What follows belongs to an exercise in optimizing a design on an open flow for small area; a production flow would make more cautious choices.
In this exercise RTL edits were held to simulation tests only and were not proved equivalent to the original.
Power and IR drop assume default switching activity.

==> flow/design.v (excerpt) <==
module bqcore (
    input  wire        clk,
    input  wire        rst,           
    input  wire        host_valid,
    input  wire        host_we,
    input  wire        host_size,     
    input  wire [6:0]  host_addr,
    input  wire [31:0] host_wdata,
    output reg         host_ack,
    output reg         host_err,
    output wire [31:0] host_rdata,
    output wire        treq_valid,
    output reg  [1:0]  treq_kind,     
    output wire [6:0]  treq_dev,
    output reg  [1:0]  treq_len,      
    output wire [23:0] treq_data,     
    output wire [15:0] treq_ms,       
    input  wire        trsp_valid,
    input  wire [1:0]  trsp_kind,     
    input  wire [15:0] trsp_data,     
    output wire        irq
);
    localparam [31:0] P_KEYS_RESET = 32'h36720414;
    localparam [6:0]  P_DEV_ADDR   = 7'h55;
    localparam [2:0] E_ILLEGAL = 3'd1, E_DOMAIN = 3'd2, E_RANGE = 3'd3,
                     E_BUS = 3'd4, E_TIMEOUT = 3'd5, E_ABORTED = 3'd6;
    reg        st_busy, st_done, st_ovr;
    reg [2:0]  st_errcode;
    reg [1:0]  ph_hi;           
    reg [2:0]  ph_lo;           
    reg [1:0]  st_sub;
    reg [3:0]  st_op;
    reg        abort_pending, req_out;
    reg [31:0] opa_lo, opa_hi;
    reg [31:0] res_p;
    reg        res_x;
    reg [15:0] ctrl_maxpoll;
    reg        ctrl_ie;
    reg [15:0] csw;
    reg [31:0] keys;
    reg [15:0] loopcnt;
    reg [15:0] lat_maxpoll;
    reg [31:0] lat_keys;
    reg [255:0] blk;
    reg [7:0]  bsum;
    reg [1:0]  a_q;             
    reg [7:0]  wsel_q;          
    reg [3:0]  bsel_q;          
    reg        sz_q;
    reg        rdw_q;           
    reg        rdb_q;           
    reg        pw_q;            
    reg [31:0] wd_q;
    wire [7:0]  bsum_next;
    wire [7:0]  csum = ~(pw_q ? bsum_next : bsum);
    wire [31:0] xenc_res;
    wire        xenc_domain, xenc_range;
    bqcore_xcodec u_xcodec (
        .xenc_in({opa_hi, opa_lo}), .xenc_out(xenc_res),
        .xenc_domain(xenc_domain), .xenc_range(xenc_range));
  ...
==> flow/config.mk <==
export PLATFORM = sky130hd
export DESIGN_NAME = bqcore
export DESIGN_NICKNAME = bqcore
export VERILOG_FILES = /design/flow/design.v
export SDC_FILE = /design/flow/constraint.sdc
export NUM_CORES = 4
export LEC_CHECK = 0
export CAP_MARGIN = 20
export CORE_MARGIN = 2
export CORE_UTILIZATION = 40
export PLACE_DENSITY = 0.6
export SLEW_MARGIN = 20
==> flow/constraint.sdc <==
create_clock -name core_clock -period 10.0 [get_ports {clk}]
set_input_delay 2.0000 -clock core_clock [delete_from_list [all_inputs] [get_ports {clk}]]
set_output_delay 2.0000 -clock core_clock [all_outputs]
set_load 0.01 [all_outputs]
standard.sh (not shown) runs the stock make flow with config.mk's settings and CLKGATE_MAP_FILE= SYNTH_SCRIPT=/design/flow/synth_recipe.tcl, a recipe that flattens the netlist after the stock synthesis.
==> flow/flow/run.sh <==
#!/bin/bash
# Layout flow: the standard flow (standard.sh, unchanged synthesis) with
# three layout settings changed:
#  - ports are buffered with the smallest buffer (buf_1) instead of the
#    default clkdlybuf4s50_1; repair_design still resizes them where needed;
#  - clock tree synthesis inserts no dummy loads and uses larger sink
#    clusters, so fewer clock buffers are needed.
# Each tool's full output goes to the ORFS logs under orfs/logs/, and make's
# own output to standard.log in this folder.
set -euo pipefail
export BUFFER_PORTS_ARGS="-buffer_cell sky130_fd_sc_hd__buf_1"
export CTS_ARGS="-sink_clustering_enable -repair_clock_nets -dont_use_dummy_load -buf_list sky130_fd_sc_hd__clkbuf_8 -sink_clustering_size 16 -sink_clustering_max_diameter 80"
bash standard.sh > standard.log 2>&1
Edit:
--- a/flow/design.v
+++ b/flow/design.v
@@ -75,24 +75,25 @@
     reg [15:0] lat_maxpoll;
     reg [31:0] lat_keys;
     reg [255:0] blk;
     reg [7:0]  bsum;
     reg [1:0]  a_q;             
     reg [7:0]  wsel_q;          
     reg [3:0]  bsel_q;          
     reg        sz_q;
     reg        rdw_q;           
     reg        rdb_q;           
     reg        pw_q;            
     reg [31:0] wd_q;
+    reg        rst_q;           
     wire [7:0]  bsum_next;
     wire [7:0]  csum = ~(pw_q ? bsum_next : bsum);
     wire [31:0] xenc_res;
     wire        xenc_domain, xenc_range;
     bqcore_xcodec u_xcodec (
         .xenc_in({opa_hi, opa_lo}), .xenc_out(xenc_res),
         .xenc_domain(xenc_domain), .xenc_range(xenc_range));
     reg  [31:0] blk_word;
     reg  [7:0]  blk_byte;
     integer k;
     always @* begin
         blk_word = 32'd0;
@@ -254,49 +255,50 @@
         | (opa_hi                           & {32{sel[3]}})
         | (res_p                            & {32{sel[4] && !res_x}})
         | ({res_p[2:0], 29'd0}              & {32{sel[4] && res_x}})
         | ({res_p[23], rx_exp, res_p[22:3]} & {32{sel[5] && res_x}})
         | ({15'd0, ctrl_ie, ctrl_maxpoll}   & {32{sel[6]}})
         | ({16'd0, csw}                     & {32{sel[7]}})
         | (keys                             & {32{sel[8]}})
         | ({16'd0, loopcnt}                 & {32{sel[9]}})
         | (blk_word & {32{rdw_q && a_q == 2'b10}})
         | ({24'd0, blk_byte} & {32{rdb_q}});
     wire [31:0] wd0   = rst ? 32'd0 : host_wdata;
     wire [31:0] wdk   = rst ? P_KEYS_RESET : host_wdata;
-    wire [31:0] wdblk = rst ? 32'd0 : (sz_q ? wd_q : {4{wd_q[7:0]}});
+    wire [31:0] wdblk = sz_q ? wd_q : {4{wd_q[7:0]}};
     integer i;
     always @(posedge clk) begin
         host_err   <= !legal;
         a_q   <= host_addr[6:5];
         for (i = 0; i < 8; i = i + 1) wsel_q[i] <= host_addr[4:2] == i[2:0];
         for (i = 0; i < 4; i = i + 1) bsel_q[i] <= host_addr[1:0] == i[1:0];
         sz_q  <= host_size;
-        wd_q  <= host_wdata;
+        wd_q  <= wd0;
+        rst_q <= rst;
         rdw_q <= !host_we && host_size && host_addr[1:0] == 2'b00;
         rdb_q <= !host_we && !host_size && host_addr[6:5] == 2'b10;
         pw_q  <= !rst && blk_wr;
         if (cal_acc) begin
             lat_maxpoll <= ctrl_maxpoll;
             lat_keys    <= keys;
         end
         if (rst || (wr_w && wa == 5'h02)) opa_lo <= wd0;
         if (rst || (wr_w && wa == 5'h03)) opa_hi <= wd0;
         if (rst || (wr_w && wa == 5'h06)) begin
             ctrl_maxpoll <= wd0[15:0];
             ctrl_ie <= wd0[16];
         end
         if (rst || (wr_w && wa == 5'h08)) keys <= wdk;
         for (i = 0; i < 32; i = i + 1)
-            if (rst || (pw_q && wsel_q[i/4] && (sz_q || bsel_q[i%4])))
+            if (rst_q || (pw_q && wsel_q[i/4] && (sz_q || bsel_q[i%4])))
                 blk[8*i +: 8] <= wdblk[8*i[1:0] +: 8];
         if (rst || pw_q) bsum <= rst ? 8'd0 : bsum_next;
         if (rst || poll_done) csw <= rst ? 16'd0 : trsp_data;
         if (rst || res_we) begin
             res_p <= rst ? 32'd0 : cmd_res_we ? cmd_res : {16'd0, s_csw};
             res_x <= !rst && cmd_res_we && cop[1:0] == 2'd3;
         end
         if (rst || lc_we) loopcnt <= (rst || cal_acc || lc_clear) ? 16'd0 : cnt_inc;
         if (rst) begin
             st_busy <= 1'b0; st_done <= 1'b0; st_ovr <= 1'b0;
             st_errcode <= 3'd0; ph_hi <= 2'd0; ph_lo <= 3'd0; st_sub <= 2'd0; st_op <= 4'd0;
             abort_pending <= 1'b0; req_out <= 1'b0;
Core utilization drops by 0.38 points.
Die area drops by about 0.56%.
Power climbs by 1.4%.
First-iteration DRC count drops by 19%.
Design area drops by about 1%.
Clock-buffer cell count does not change.
Setup slack is better by 0.15 ns.
Register-to-register slack is better by 0.15 ns.
Global-route usage drops by 0.87 points.

## re-timing with driven ports
The results above use ideal ports. As a check the final layouts listed here were re-extracted and re-timed, cells and wires unchanged. Step 1 sets driving cells, clkbuf_16 on the clock port and buf_2 on the other inputs (assumed; they add their load-dependent delay and slew). Step 2 times the ports against the registers' clock, not the clock port: input delays grow and output delays shrink by t, the midpoint of the rising clock arrivals with the driver on. a / b / c = no drivers / after step 1 / after step 2; a / b = the first two.
run | shift t [ns] | setup WS [ns] | latest minus earliest clock arrival (ns)
the first run | 0.696 | 3.195 / 3.195 / 3.195 | 0.086 / 0.086
the second run | 0.693 | 3.349 / 3.349 / 3.349 | 0.107 / 0.107
After both steps setup and hold are still met in every run listed.
